This is an optimization exercise on Yosys and OpenROAD, whose aim is a short achievable clock period and few clock cycles per item, not a production implementation.
RTL that was checked went through simulation tests only; none was proved equivalent to the original.
Power is estimated from default activity; no workload was simulated.

## hesch_cpu
module hesch_cpu (
    input  wire       clk,
    input  wire       rst,
    output wire [7:0] mem_addr,
    input  wire [7:0] mem_rdata,
    output wire       mem_we,
    output wire [7:0] mem_wdata,
    output wire       out_valid,
    output wire [7:0] out_data,
    output wire       halted,
    output wire       fault
);
    reg        st_movo;    
    reg        st_jmpo;    
    reg        st_wr;      
    reg        st_pcw;     
    reg        halted_q;
    reg        fault_q;
    reg  [7:0] addr;
    reg  [7:0] ra, rb, rc, rd;
    reg  [7:0] bank;
    reg  [6:0] ex_op;      
    reg  [3:0] ex_w;       
    reg  [7:0] op_l;       
    reg  [7:0] op_r;       
    reg  [3:0] mv_w;       
    reg        mv_bank;
    reg        we_q;
    reg        ov_q;
    reg  [7:0] data_q;
    wire [7:0] b = mem_rdata;
    wire st_opc = !(st_movo | st_jmpo | st_wr | st_pcw | halted_q);
  ...
For scale: about 680 cells after synthesis, about 95 flip-flops, about 38 I/O pins, ~0.0059 mm^2 of cells after synthesis.
==> module hesch_alu, before the edit <==
module hesch_alu (
    input  wire [6:0] op,
    input  wire [7:0] l,
    input  wire [7:0] r,
    output wire [7:0] y
);
    wire [7:0] sum, dif;
    hesch_alu_add u_add (.a(l), .b(r),  .cin(1'b0), .s(sum));
    hesch_alu_add u_sub (.a(l), .b(~r), .cin(1'b1), .s(dif));
    assign y = ({8{op[0]}} & sum)
             | ({8{op[1]}} & dif)
             | ({8{op[2]}} & (l & r))
             | ({8{op[3]}} & (l | r))
             | ({8{op[4]}} & (l ^ r))
             | ({8{op[5]}} & {l[6:0], 1'b0})
             | ({8{op[6]}} & {1'b0, l[7:1]});
endmodule
==> module hesch_alu_add, before the edit <==
module hesch_alu_add (
    input  wire [7:0] a,
    input  wire [7:0] b,
    input  wire       cin,
    output wire [7:0] s
);
    wire [7:0] p0 = a ^ b;
    wire [7:0] g0 = a & b;
    wire [7:0] g1, p1, g2, p2, g3, p3;
    assign g1[0] = g0[0] | (p0[0] & cin);
    assign p1[0] = 1'b0;
    genvar i;
    generate
        for (i = 1; i < 8; i = i + 1) begin : l1
            assign g1[i] = g0[i] | (p0[i] & (i == 1 ? (g0[0] | (p0[0] & cin)) : g0[i-1]));
            assign p1[i] = (i == 1) ? 1'b0 : (p0[i] & p0[i-1]);
        end
        for (i = 0; i < 8; i = i + 1) begin : l2
            if (i < 2) begin : lo
                assign g2[i] = g1[i];
                assign p2[i] = 1'b0;
            end else begin : hi
                assign g2[i] = g1[i] | (p1[i] & g1[i-2]);
                assign p2[i] = p1[i] & p1[i-2];
            end
        end
        for (i = 0; i < 8; i = i + 1) begin : l3
            if (i < 4) begin : lo
                assign g3[i] = g2[i];
                assign p3[i] = 1'b0;
            end else begin : hi
                assign g3[i] = g2[i] | (p2[i] & g2[i-4]);
                assign p3[i] = p2[i] & p2[i-4];
            end
        end
    endgenerate
    assign s = p0 ^ {g3[6:0], cin};
endmodule
clock: 10.0 ns
lec_check: 0
cap_margin: 20
core_margin: 2
core_utilization: 40
place_density: 0.6
slew_margin: 20
standard.sh (not shown) runs the stock make flow with config.mk's settings and CLKGATE_MAP_FILE= SYNTH_SCRIPT=/design/flow/synth_recipe.tcl, a recipe that flattens the netlist after the stock synthesis.
==> flow/flow/run.sh <==
#!/bin/bash
# The standard layout, with repair_timing asked for extra setup margin so
# that it keeps improving paths well past the 10 ns the clock needs.
set -euo pipefail
MARGIN=$(cat flow/margin.txt)
bash standard.sh finish SETUP_SLACK_MARGIN=$MARGIN > flow_make.log 2>&1
==> flow/flow/margin.txt <==
7.2
Next try:
--- a/flow/design.v
+++ b/flow/design.v
@@ -21,58 +21,17 @@
     input  wire [6:0] op,
     input  wire [7:0] l,
     input  wire [7:0] r,
     output wire [7:0] y
 );
-    wire [7:0] sum, dif;
-    hesch_alu_add u_add (.a(l), .b(r),  .cin(1'b0), .s(sum));
-    hesch_alu_add u_sub (.a(l), .b(~r), .cin(1'b1), .s(dif));
-    assign y = ({8{op[0]}} & sum)
-             | ({8{op[1]}} & dif)
+    wire [7:0] sum = l + (op[1] ? ~r : r) + {7'd0, op[1]};
+    assign y = ({8{op[0] | op[1]}} & sum)
              | ({8{op[2]}} & (l & r))
              | ({8{op[3]}} & (l | r))
              | ({8{op[4]}} & (l ^ r))
              | ({8{op[5]}} & {l[6:0], 1'b0})
              | ({8{op[6]}} & {1'b0, l[7:1]});
-endmodule
-module hesch_alu_add (
-    input  wire [7:0] a,
-    input  wire [7:0] b,
-    input  wire       cin,
-    output wire [7:0] s
-);
-    wire [7:0] p0 = a ^ b;
-    wire [7:0] g0 = a & b;
-    wire [7:0] g1, p1, g2, p2, g3, p3;
-    assign g1[0] = g0[0] | (p0[0] & cin);
-    assign p1[0] = 1'b0;
-    genvar i;
-    generate
-        for (i = 1; i < 8; i = i + 1) begin : l1
-            assign g1[i] = g0[i] | (p0[i] & (i == 1 ? (g0[0] | (p0[0] & cin)) : g0[i-1]));
-            assign p1[i] = (i == 1) ? 1'b0 : (p0[i] & p0[i-1]);
-        end
-        for (i = 0; i < 8; i = i + 1) begin : l2
-            if (i < 2) begin : lo
-                assign g2[i] = g1[i];
-                assign p2[i] = 1'b0;
-            end else begin : hi
-                assign g2[i] = g1[i] | (p1[i] & g1[i-2]);
-                assign p2[i] = p1[i] & p1[i-2];
-            end
-        end
-        for (i = 0; i < 8; i = i + 1) begin : l3
-            if (i < 4) begin : lo
-                assign g3[i] = g2[i];
-                assign p3[i] = 1'b0;
-            end else begin : hi
-                assign g3[i] = g2[i] | (p2[i] & g2[i-4]);
-                assign p3[i] = p2[i] & p2[i-4];
-            end
-        end
-    endgenerate
-    assign s = p0 ^ {g3[6:0], cin};
 endmodule
 module hesch_cpu (
     input  wire       clk,
     input  wire       rst,
     output wire [7:0] mem_addr,
The changed run completed without violations.
Die area falls by about 2.5%.
Via count falls by about 8%.
Worst setup slack gains 32 ps.
Register-to-register slack hardly moves.
Synthesized area falls by about 2.6%.
Clock-buffer cell count rises by 2.
Clock skew hardly moves.
No run of this note included a check of the RTL's function; only the layout flow was run.

* * *

Setup of red:
hesch_cpu, a different RTL version from the one above (not shown whole).
Size in the first run: about 620 cells after synthesis, roughly 87 flip-flops, roughly 38 I/O pins.
==> module hesch_cpu, before the edit <==
module hesch_cpu (
    input  wire       clk,
    input  wire       rst,
    output wire [7:0] mem_addr,
    input  wire [7:0] mem_rdata,
    output wire       mem_we,
    output wire [7:0] mem_wdata,
    output wire       out_valid,
    output wire [7:0] out_data,
    output wire       halted,
    output wire       fault
);
    reg        st_movo;    
    reg        st_jmpo;    
    reg        st_wr;      
    reg        st_pcw;     
    reg        halted_q;
    reg        fault_q;
    reg  [7:0] addr;
    reg  [7:0] ra, rb, rc, rd;
    reg  [7:0] bank;
    reg  [6:0] ex_op;      
    reg  [3:0] ex_w;       
    reg  [3:0] ex_l;       
    reg  [3:0] ex_r;       
    reg  [3:0] mv_w;       
    reg        mv_bank;
    reg        we_q;
    reg        ov_q;
    reg  [7:0] data_q;
    wire [7:0] b = mem_rdata;
    wire st_opc = !(st_movo | st_jmpo | st_wr | st_pcw | halted_q);
    wire [7:0] addr_inc = addr + 8'd1;
    wire [4:0] dec_op;     
    wire [6:0] dec_alu;
    hesch_ucode u_dec (
        .b    (b),
        .dec  (dec_op),
        .alu  (dec_alu)
    );
    reg [7:0] src;
    always @(*) begin
        case (b[2:0])
            3'd0:    src = ra;
            3'd1:    src = rb;
            3'd2:    src = rc;
            3'd3:    src = rd;
            3'd4:    src = addr_inc;
            3'd5:    src = b;
            3'd6:    src = ra;
            default: src = bank;
        endcase
    end
    wire [3:0] dst = b[7:4];
    wire mv_mem = st_movo && dst == 4'd5 && b[2:0] != 3'd5;
    wire mv_pc  = st_movo && dst == 4'd4;
    wire [7:0] l = ({8{ex_l[0]}} & ra) | ({8{ex_l[1]}} & rb) |
                   ({8{ex_l[2]}} & rc) | ({8{ex_l[3]}} & rd);
    wire [7:0] r = ({8{ex_r[0]}} & ra) | ({8{ex_r[1]}} & rb) |
                   ({8{ex_r[2]}} & rc) | ({8{ex_r[3]}} & rd);
    wire [7:0] alu_y;
    hesch_alu u_alu (
        .op (ex_op),
        .l  (l),
        .r  (r),
        .y  (alu_y)
    );
    assign mem_addr  = addr;
    assign mem_we    = we_q;
    assign mem_wdata = data_q;
    assign out_valid = ov_q;
    assign out_data  = data_q;
    assign halted    = halted_q;
    assign fault     = fault_q;
    always @(posedge clk) begin
        if (rst) begin
            st_movo  <= 1'b0;
            st_jmpo  <= 1'b0;
            st_wr    <= 1'b0;
            st_pcw   <= 1'b0;
            halted_q <= 1'b0;
            fault_q  <= 1'b0;
            addr     <= 8'h00;
            ra       <= 8'h00;
            rb       <= 8'h00;
            rc       <= 8'h00;
            rd       <= 8'h00;
            bank     <= 8'h00;
            ex_w     <= 4'b0000;
            mv_w     <= 4'b0000;
            mv_bank  <= 1'b0;
            we_q     <= 1'b0;
            ov_q     <= 1'b0;
        end else begin
            if (mv_w[0]) ra <= data_q; else if (ex_w[0]) ra <= alu_y;
            if (mv_w[1]) rb <= data_q; else if (ex_w[1]) rb <= alu_y;
            if (mv_w[2]) rc <= data_q; else if (ex_w[2]) rc <= alu_y;
            if (mv_w[3]) rd <= data_q; else if (ex_w[3]) rd <= alu_y;
            if (mv_bank) bank <= data_q;
            ex_w  <= (st_opc && dec_op[0]) ? (4'b0001 << b[7:6]) : 4'b0000;
            ex_op <= dec_alu;
            ex_l  <= 4'b0001 << b[7:6];
            ex_r  <= 4'b0001 << b[5:4];
            mv_w  <= st_movo ? ((5'b00001 << dst) & 5'b01111) : 4'b0000;
            mv_bank <= st_movo && dst == 4'd7;
            we_q  <= mv_mem;
            ov_q  <= st_movo && dst == 4'd9;
            data_q <= src;
            st_movo <= st_opc && dec_op[2];
            st_jmpo <= st_opc && dec_op[1];
            st_wr   <= mv_mem;
            st_pcw  <= mv_pc;
            if (st_opc && dec_op[4]) begin
                halted_q <= 1'b1;
                fault_q  <= dec_op[3];
            end
            if (st_jmpo)
                addr <= b;
            else if (st_pcw)
                addr <= data_q;
            else if (!(mv_mem || mv_pc))
                addr <= addr_inc;
        end
    end
endmodule
export LEC_CHECK = 0
export CAP_MARGIN = 20
export CORE_MARGIN = 2
export CORE_UTILIZATION = 40
export PLACE_DENSITY = 0.6
export SLEW_MARGIN = 20
create_clock -name core_clock -period 10.0 [get_ports {clk}]
Scripts as last shown in full above: flow/flow/run.sh, flow/flow/margin.txt
Testbench counts of red, summed over its fixed seeds: cycles 14,078, instructions 9,586.
> inputs changed (red -> blue)
diff --git a/flow/design.v b/flow/design.v
--- a/flow/design.v
+++ b/flow/design.v
@@ -52,12 +52,12 @@
     reg  [7:0] addr;
     reg  [7:0] ra, rb, rc, rd;
     reg  [7:0] bank;
     reg  [6:0] ex_op;      
     reg  [3:0] ex_w;       
-    reg  [3:0] ex_l;       
-    reg  [3:0] ex_r;       
+    reg  [7:0] op_l;       
+    reg  [7:0] op_r;       
     reg  [3:0] mv_w;       
     reg        mv_bank;
     reg        we_q;
     reg        ov_q;
     reg  [7:0] data_q;
@@ -85,21 +85,36 @@
         endcase
     end
     wire [3:0] dst = b[7:4];
     wire mv_mem = st_movo && dst == 4'd5 && b[2:0] != 3'd5;
     wire mv_pc  = st_movo && dst == 4'd4;
-    wire [7:0] l = ({8{ex_l[0]}} & ra) | ({8{ex_l[1]}} & rb) |
-                   ({8{ex_l[2]}} & rc) | ({8{ex_l[3]}} & rd);
-    wire [7:0] r = ({8{ex_r[0]}} & ra) | ({8{ex_r[1]}} & rb) |
-                   ({8{ex_r[2]}} & rc) | ({8{ex_r[3]}} & rd);
     wire [7:0] alu_y;
     hesch_alu u_alu (
         .op (ex_op),
-        .l  (l),
-        .r  (r),
+        .l  (op_l),
+        .r  (op_r),
         .y  (alu_y)
     );
+    wire [3:0] sel_l = 4'b0001 << b[7:6];
+    wire [3:0] sel_r = 4'b0001 << b[5:4];
+    reg  [7:0] reg_l, reg_r;
+    always @(*) begin
+        case (b[7:6])
+            2'd0: reg_l = ra;
+            2'd1: reg_l = rb;
+            2'd2: reg_l = rc;
+            default: reg_l = rd;
+        endcase
+        case (b[5:4])
+            2'd0: reg_r = ra;
+            2'd1: reg_r = rb;
+            2'd2: reg_r = rc;
+            default: reg_r = rd;
+        endcase
+    end
+    wire [7:0] nxt_l = |(ex_w & sel_l) ? alu_y : |(mv_w & sel_l) ? data_q : reg_l;
+    wire [7:0] nxt_r = |(ex_w & sel_r) ? alu_y : |(mv_w & sel_r) ? data_q : reg_r;
     assign mem_addr  = addr;
     assign mem_we    = we_q;
     assign mem_wdata = data_q;
     assign out_valid = ov_q;
     assign out_data  = data_q;
@@ -130,12 +145,12 @@
             if (mv_w[2]) rc <= data_q; else if (ex_w[2]) rc <= alu_y;
             if (mv_w[3]) rd <= data_q; else if (ex_w[3]) rd <= alu_y;
             if (mv_bank) bank <= data_q;
             ex_w  <= (st_opc && dec_op[0]) ? (4'b0001 << b[7:6]) : 4'b0000;
             ex_op <= dec_alu;
-            ex_l  <= 4'b0001 << b[7:6];
-            ex_r  <= 4'b0001 << b[5:4];
+            op_l  <= nxt_l;
+            op_r  <= nxt_r;
             mv_w  <= st_movo ? ((5'b00001 << dst) & 5'b01111) : 4'b0000;
             mv_bank <= st_movo && dst == 4'd7;
             we_q  <= mv_mem;
             ov_q  <= st_movo && dst == 4'd9;
             data_q <= src;
Findings:
Going from red to blue, maximum frequency essentially unchanged; sum of internal, switching and leakage power increased 2.1%.
Against red, non-clock inverter instance count of the final layout in blue rose by more than 10%.
As far as tightest hold margin is concerned, red and blue perform about the same.
Taking red as the reference point, the depth of the most critical reg-to-reg path of blue falls by 5.
The number of placed cells counting well taps in blue was higher than what red gave.
No functional check of the RTL was part of blue.

==> port drivers added, routing unchanged <==
In the flow no input, the clock included, has a driving cell. The finished layouts below were timed again as built, in two steps.
Step 1, drivers: a clkbuf_16 drives clk and a buf_2 each remaining input, both assumed.
Step 2 adds t to the input delays and takes it off the output delays; t is the mean of the earliest and latest rising clock arrival at the registers after step 1. Input paths then give back, and output paths get back, about the clock's delay inside the block.
Slacks: no drivers / after step 1 / after step 2; pairs: no drivers / after step 1.
run	t, ns	slack for setup (ns)	clock arrival spread, ns	cell pins on the clock port's net
the first run of note 1	0.381	7.022 / 7.021 / 6.640	0.006 / 0.006	1
the second run of note 1	0.391	7.054 / 7.011 / 6.620	0.008 / 0.009	1
red	0.387	6.910 / 6.878 / 6.632	0.010 / 0.011	1
blue	0.391	6.904 / 6.884 / 6.493	0.011 / 0.011	1
After both steps every run listed still meets setup and hold. The setup slack of the second run of note 1, which loses most, moves by -0.043 ns with the drivers and by -0.434 ns with both steps.
